This design comes from an exercise in tuning for small area on the open sky130 flow, not from production work.
Only simulation tests tie the RTL to the original design; equivalence was not proved.
The clock port is modelled as an ideal driver; clocking choices that lean on that would not hold on a real chip.

## build 37
==> flow/design.v <==
module wiegand_core (
    input  wire        clk,
    input  wire        rst,
    input  wire [2:0]  cfg,          
    input  wire        op_valid,
    input  wire [2:0]  op,
    input  wire        lineA,        
    input  wire        lineB,
    input  wire [31:0] now,          
    output reg         digit_valid,
    output wire [3:0]  digit,
    output reg         code_valid,
    output wire [23:0] code,
    output reg         data_valid,
    output wire [23:0] data,
    output reg         state_valid,
    output wire [7:0]  state
);
    localparam [2:0] OP_INIT  = 3'd0;
    localparam [2:0] OP_BIT   = 3'd1;
    localparam [2:0] OP_TICK  = 3'd2;
    localparam [2:0] OP_QUERY = 3'd3;
    localparam [2:0] OP_RESET = 3'd4;
    reg [24:0] frame;
    integer    fj;
    reg [4:0]  pos;               
    reg        par1;              
    reg        par2;              
    reg [31:0] acc_code;
    reg [2:0]  mul_cnt;           
    reg        mul_zero;          
    reg [3:1]  mul_prev;          
    reg        mul_carry;
    reg        acc_zero;          
    reg        f_conn;            
    reg        f_logic;           
    reg [7:1]  snapshot;          
    reg        first_pending;     
    reg [31:0] nlast;             
    reg        always_send;
    reg        byte_reorder;
    reg        keypad_en;
    reg        was_query;
    wire is_init  = rst | (op_valid & (op == OP_INIT));
    wire is_bit   = ~rst & op_valid & (op == OP_BIT);
    wire is_tick  = ~rst & op_valid & (op == OP_TICK);
    wire is_query = ~rst & op_valid & (op == OP_QUERY);
    wire is_reset = ~rst & op_valid & (op == OP_RESET);
    wire conn_now = lineA & lineB;
    wire [13:0] ec;
    wire [12:0] elo;
    assign ec[0] = 1'b1;
    genvar ei;
    generate for (ei = 0; ei < 13; ei = ei + 1) begin : sub
        assign elo[ei]  = now[ei] ^ nlast[ei] ^ ec[ei];
        assign ec[ei+1] = (now[ei] & nlast[ei]) | (ec[ei] & (now[ei] ^ nlast[ei]));
    end endgenerate
    wire [31:13] hc = {now[30:13] | nlast[30:13], ec[13]};
    wire [31:13] hx = (now[31:13] ^ hc) ^ nlast[31:13];
    wire         hi_zero = ~|hx;
    wire ge5001 = elo[12] & (elo[11] | elo[10] | (elo[9] & elo[8] & elo[7] &
                  (elo[6] | elo[5] | elo[4] | (elo[3] & (elo[2] | elo[1] | elo[0])))));
    wire ge21   = (|elo[12:5]) | (elo[4] & (elo[3] | (elo[2] & (elo[1] | elo[0]))));
    wire         gt5000  = ~hi_zero | ge5001;
    wire         gt20    = ~hi_zero | ge21;
    wire        timed     = is_bit | is_tick;
    wire        key_idle  = timed & gt5000;
    wire        frame_gap = timed & gt20 & (pos != 5'd31);
    wire       logic_fault = (lineA == lineB);
    wire       bit_value   = ~logic_fault & ~lineB;
    wire [4:0] wp          = frame_gap ? 5'd31 : pos;
    wire       first_half  = (wp == 5'd31) | (wp < 5'd12);
    wire       slot_clr    = is_bit & (wp == 5'd0);
    wire       slot_set    = is_bit & bit_value;
    wire [2:0] set_grp     = {3{slot_set}} & {grp == 2'd2, grp == 2'd1, grp == 2'd0};
    wire [7:0] sel_bit     = 8'd1 << wp[2:0];
    wire [1:0] grp         = (byte_reorder & ~wp[3]) ? {~wp[4], 1'b0} : wp[4:3];
    wire       key_pos   = (wp == 5'd6);
    wire       last_pos  = (wp == 5'd24);
    wire [6:1] low_bits   = byte_reorder ? frame[22:17] : frame[6:1];
    wire [3:0] key_n1     = {low_bits[3:1], frame[0]};
    wire [3:0] key_n2     = {bit_value, low_bits[6:4]};
    wire       key_step   = is_bit & keypad_en & key_pos;
    wire       key_agree  = (key_n1 == key_n2);
    wire       key_digit  = key_step & key_agree & (key_n1 <= 4'd9);
    wire       key_submit = key_step & key_agree & (key_n1 == 4'd11);
    wire full_frame = is_bit & last_pos;
    wire run_emit   = frame_gap | full_frame;
    wire ep_p1      = par1;
    wire ep_p2      = frame_gap ? par2 : (par2 ^ bit_value);
    wire parity_ok  = ~ep_p1 & ep_p2;
    wire emit_data  = run_emit & parity_ok;
    wire        acc_is0     = acc_zero;
    wire        step0  = key_digit;
    wire        busy   = (mul_cnt != 3'd0);
    wire        mzero  = step0 ? acc_is0 : mul_zero;
    wire [3:0]  cur    = acc_code[3:0] & {4{~mzero}};
    wire        n8     = key_n1[3];
    wire        mx     = step0 ? n8 : mul_prev[3];
    wire [2:0]  my     = step0 ? ({3{n8}} | key_n1[2:0]) : mul_prev;
    wire        mci    = step0 ? (n8 & key_n1[0]) : mul_carry;
    wire [4:0]  msum   = {1'b0, cur[2:0], mx} + {1'b0, cur[0], my} + {4'd0, mci};
    wire        submit_send = key_submit & ~acc_is0 & (acc_code != 32'd0) & (acc_code[31:24] == 8'd0);
    wire key_action     = key_digit | key_submit;
    wire run_reset_proc = frame_gap | key_action | full_frame | is_reset;
    wire in_op_flags    = is_bit & ~frame_gap;    
    wire [7:1] notify_flags;
    assign notify_flags[1] = emit_data | key_digit | submit_send;
    assign notify_flags[2] = f_conn;
    assign notify_flags[3] = f_logic | (in_op_flags & logic_fault);
    assign notify_flags[4] = frame_gap;
    assign notify_flags[5] = frame_gap;
    assign notify_flags[6] = run_emit & ep_p1;
    assign notify_flags[7] = run_emit & ~ep_p2;
    wire notify_fire = run_reset_proc
                     & (first_pending | (notify_flags != {snapshot[7:6], snapshot[4], snapshot[4:1]}) | always_send);
    always @(posedge clk) begin
        if (is_init) begin
            always_send   <= cfg[0];
            byte_reorder  <= cfg[1];
            keypad_en     <= cfg[2];
            acc_zero      <= 1'b1;
            first_pending <= 1'b1;
            nlast         <= 32'hFFFF_FFFF;
            pos           <= 5'd31;
            f_conn        <= conn_now;
            f_logic       <= 1'b0;
        end else begin
            if (notify_fire) begin
                snapshot      <= {notify_flags[7:6], 1'b0, notify_flags[4:1]};
                first_pending <= 1'b0;
            end
            if (is_bit)
                nlast   <= ~now;
            if (key_action | full_frame | (frame_gap & ~is_bit) | is_reset) begin
                pos       <= 5'd31;
                f_conn    <= conn_now;
                f_logic   <= 1'b0;
            end else if (is_bit) begin
                pos       <= wp + 5'd1;
                if (frame_gap) begin
                    f_conn  <= conn_now;
                    f_logic <= logic_fault;
                end else begin
                    f_logic <= f_logic | logic_fault;
                end
            end
            if (key_digit) begin
                acc_zero <= 1'b0;
            end else if (key_idle | emit_data | key_submit) begin
                acc_zero <= 1'b1;
            end
        end
        if (is_bit) begin
            if (wp == 5'd31) begin
                par1 <= bit_value;
                par2 <= 1'b0;
            end else if (first_half)
                par1 <= par1 ^ bit_value;
            else
                par2 <= par2 ^ bit_value;
        end
        if (is_bit & (wp == 5'd31))
            frame[0] <= bit_value;
        for (fj = 0; fj < 24; fj = fj + 1)
            frame[fj + 1] <= (frame[fj + 1] & ~slot_clr) | (set_grp[fj / 8] & sel_bit[fj % 8]);
        if (step0 | busy) begin
            acc_code <= {msum[3:0], acc_code[31:4]};
            mul_cnt  <= mul_cnt + 3'd1;
        end
        if (step0)
            mul_zero <= acc_is0;
        mul_prev  <= cur[3:1];
        mul_carry <= msum[4];
        digit_valid <= key_digit;
        code_valid  <= submit_send;
        data_valid  <= emit_data;
        state_valid <= notify_fire | is_query;
        was_query   <= is_query;
    end
    assign digit = key_n1;
    assign code  = acc_code[23:0];
    assign data  = frame[24:1];
    assign state = was_query ? {4'd0, f_logic, f_conn, 2'b01}
                           : {snapshot[7:6], snapshot[4], snapshot[4:1], 1'b1};
endmodule
Settings: LEC_CHECK=0, CAP_MARGIN=20, CORE_MARGIN=2, CORE_UTILIZATION=75, SLEW_MARGIN=20; clock period 16.0 ns.
standard.sh (not shown) runs the stock make flow with config.mk's settings and CLKGATE_MAP_FILE= SYNTH_SCRIPT=/design/flow/synth_recipe.tcl, a recipe that flattens the netlist after the stock synthesis.
==> flow/flow/run.sh <==
#!/bin/bash
# The standard layout (standard.sh, unchanged synthesis and steps), with
# - the port buffers that placement inserts made sky130_fd_sc_hd__buf_1
#   instead of the buffer buffer_ports picks by default (every port still
#   gets a buffer);
# - clock tree synthesis with clkbuf_4 buffers and no dummy loads on the
#   clock tree's leaves;
# - after floorplanning, each combinational cell at its family's smallest
#   drive strength (flow/downsize.tcl); later repair steps upsize as needed;
# - after clock tree synthesis, leaf clock buffers with slow clock-pin slews
#   made clkbuf_8 (flow/clkfix.tcl).
set -euo pipefail
export BUFFER_PORTS_ARGS="-buffer_cell sky130_fd_sc_hd__buf_1"
export CTS_ARGS="-sink_clustering_enable -repair_clock_nets -buf_list sky130_fd_sc_hd__clkbuf_4 -dont_use_dummy_load"
export POST_FLOORPLAN_TCL="$PWD/flow/downsize.tcl"
export POST_CTS_TCL="$PWD/flow/clkfix.tcl"
bash standard.sh > standard.log 2>&1
==> flow/flow/clkfix.tcl <==
estimate_parasitics -placement
set limit 0.105
set n 0
foreach inst [get_cells clkbuf_*] {
  if {[get_property $inst ref_name] ne "sky130_fd_sc_hd__clkbuf_4"} { continue }
  set out [get_pins -of_objects $inst -filter "direction==output"]
  set worst 0.0
  set fanout 0
  foreach p [get_pins -of_objects [get_nets -of_objects $out] -filter "direction==input"] {
    if {![string match */CLK [get_full_name $p]]} { continue }
    incr fanout
    foreach e {rise fall} {
      set s [get_property $p slew_max_$e]
      if {$s > $worst} { set worst $s }
    }
  }
  puts "clkfix: [get_full_name $inst] fanout $fanout slew [format %.4f $worst]"
  if {$fanout > 0 && $worst > $limit} {
    replace_cell [get_full_name $inst] sky130_fd_sc_hd__clkbuf_8
    incr n
  }
}
puts "clkfix: $n clock buffers made clkbuf_8"
if {$n > 0} {
  detailed_placement
  check_placement -verbose
  estimate_parasitics -placement
}
Other scripts of this flow, unchanged in this note and not shown: flow/flow/downsize.tcl
Setup changes, build 37 to build 44
Settings: swapping 75 for 65 in CORE_UTILIZATION.
--- a/flow/flow/clkfix.tcl
+++ b/flow/flow/clkfix.tcl
@@ -2 +2 @@
-set limit 0.105
+set limit 0.090
@@ -10 +10 @@
-    if {![string match */CLK [get_full_name $p]]} { continue }
+    if {![get_property [get_cells -of_objects $p] is_sequential]} { continue }
==> comparison <==
Stage in which a tool error killed build 44: clock tree synthesis.
Build 37 went all the way through synthesis, placement and routing and the layout is clean on timing, DRC and antenna.
Comparing number of placed cells counting well taps for build 44 and build 37, the smaller number came from build 37.
Relative to build 37, post-placement setup slack has gone up in build 44.
Diff build 44 and build 37: initial cell density of the core higher in build 37
Inputs modified between build 44 and build 50:
--- a/flow/flow/run.sh
+++ b/flow/flow/run.sh
@@ -6 +6 @@
-# - clock tree synthesis with clkbuf_4 buffers and no dummy loads on the
+# - clock tree synthesis with clkbuf_8 buffers and no dummy loads on the
@@ -9,3 +9 @@
-#   drive strength (flow/downsize.tcl); later repair steps upsize as needed;
-# - after clock tree synthesis, leaf clock buffers with slow clock-pin slews
-#   made clkbuf_8 (flow/clkfix.tcl).
+#   drive strength (flow/downsize.tcl); later repair steps upsize as needed.
@@ -14 +12 @@
-export CTS_ARGS="-sink_clustering_enable -repair_clock_nets -buf_list sky130_fd_sc_hd__clkbuf_4 -dont_use_dummy_load"
+export CTS_ARGS="-sink_clustering_enable -repair_clock_nets -buf_list sky130_fd_sc_hd__clkbuf_8 -dont_use_dummy_load"
@@ -16 +13,0 @@
-export POST_CTS_TCL="$PWD/flow/clkfix.tcl"
removed: flow/flow/clkfix.tcl
==> comparison <==
Build 50 ended with every stage complete and zero timing, DRC or antenna violations.
Number of enable-type register cells in the synthesized netlist delta (build 44 -> build 50): insignificant
Weighted congestion reported at the end of routability-driven placement came out exactly the same in build 50 and build 44.
Re post-synthesis instance area: no difference whatsoever between build 50 and build 44.
Build 44 and build 50 ended up with roughly the same complex-gate fraction of the synthesized area.

port drivers added, routing unchanged:
How much do the figures lean on ideal ports? The routed layouts below were timed once more, with nothing changed but the port constraints. Step 1 assumes that a clkbuf_16 drives the clock port and a buf_2 every other input. Step 2 adds t to the input delays and takes it off the output delays; t is the mean of the earliest and latest rising clock arrival at the registers after step 1. Input paths then give back, and output paths get back, about the clock's delay inside the block. Three values: ideal ports, drivers, drivers and shift; two values: the first two.
| run | shift t [ns] | setup WS [ns] | latest minus earliest clock arrival (ns) | worst slew at a driven data input, ns |
|---|---|---|---|---|
| build 37 | 0.532 | 3.981 / 3.991 / 3.459 | 0.044 / 0.045 | 0.04 |
| build 50 | 0.448 | 3.840 / 3.839 / 3.391 | 0.037 / 0.036 | 0.04 |
After both steps setup and hold are still met in every run listed. The setup slack of build 37, which loses most, moves by +0.010 ns with the drivers and by -0.522 ns with both steps.
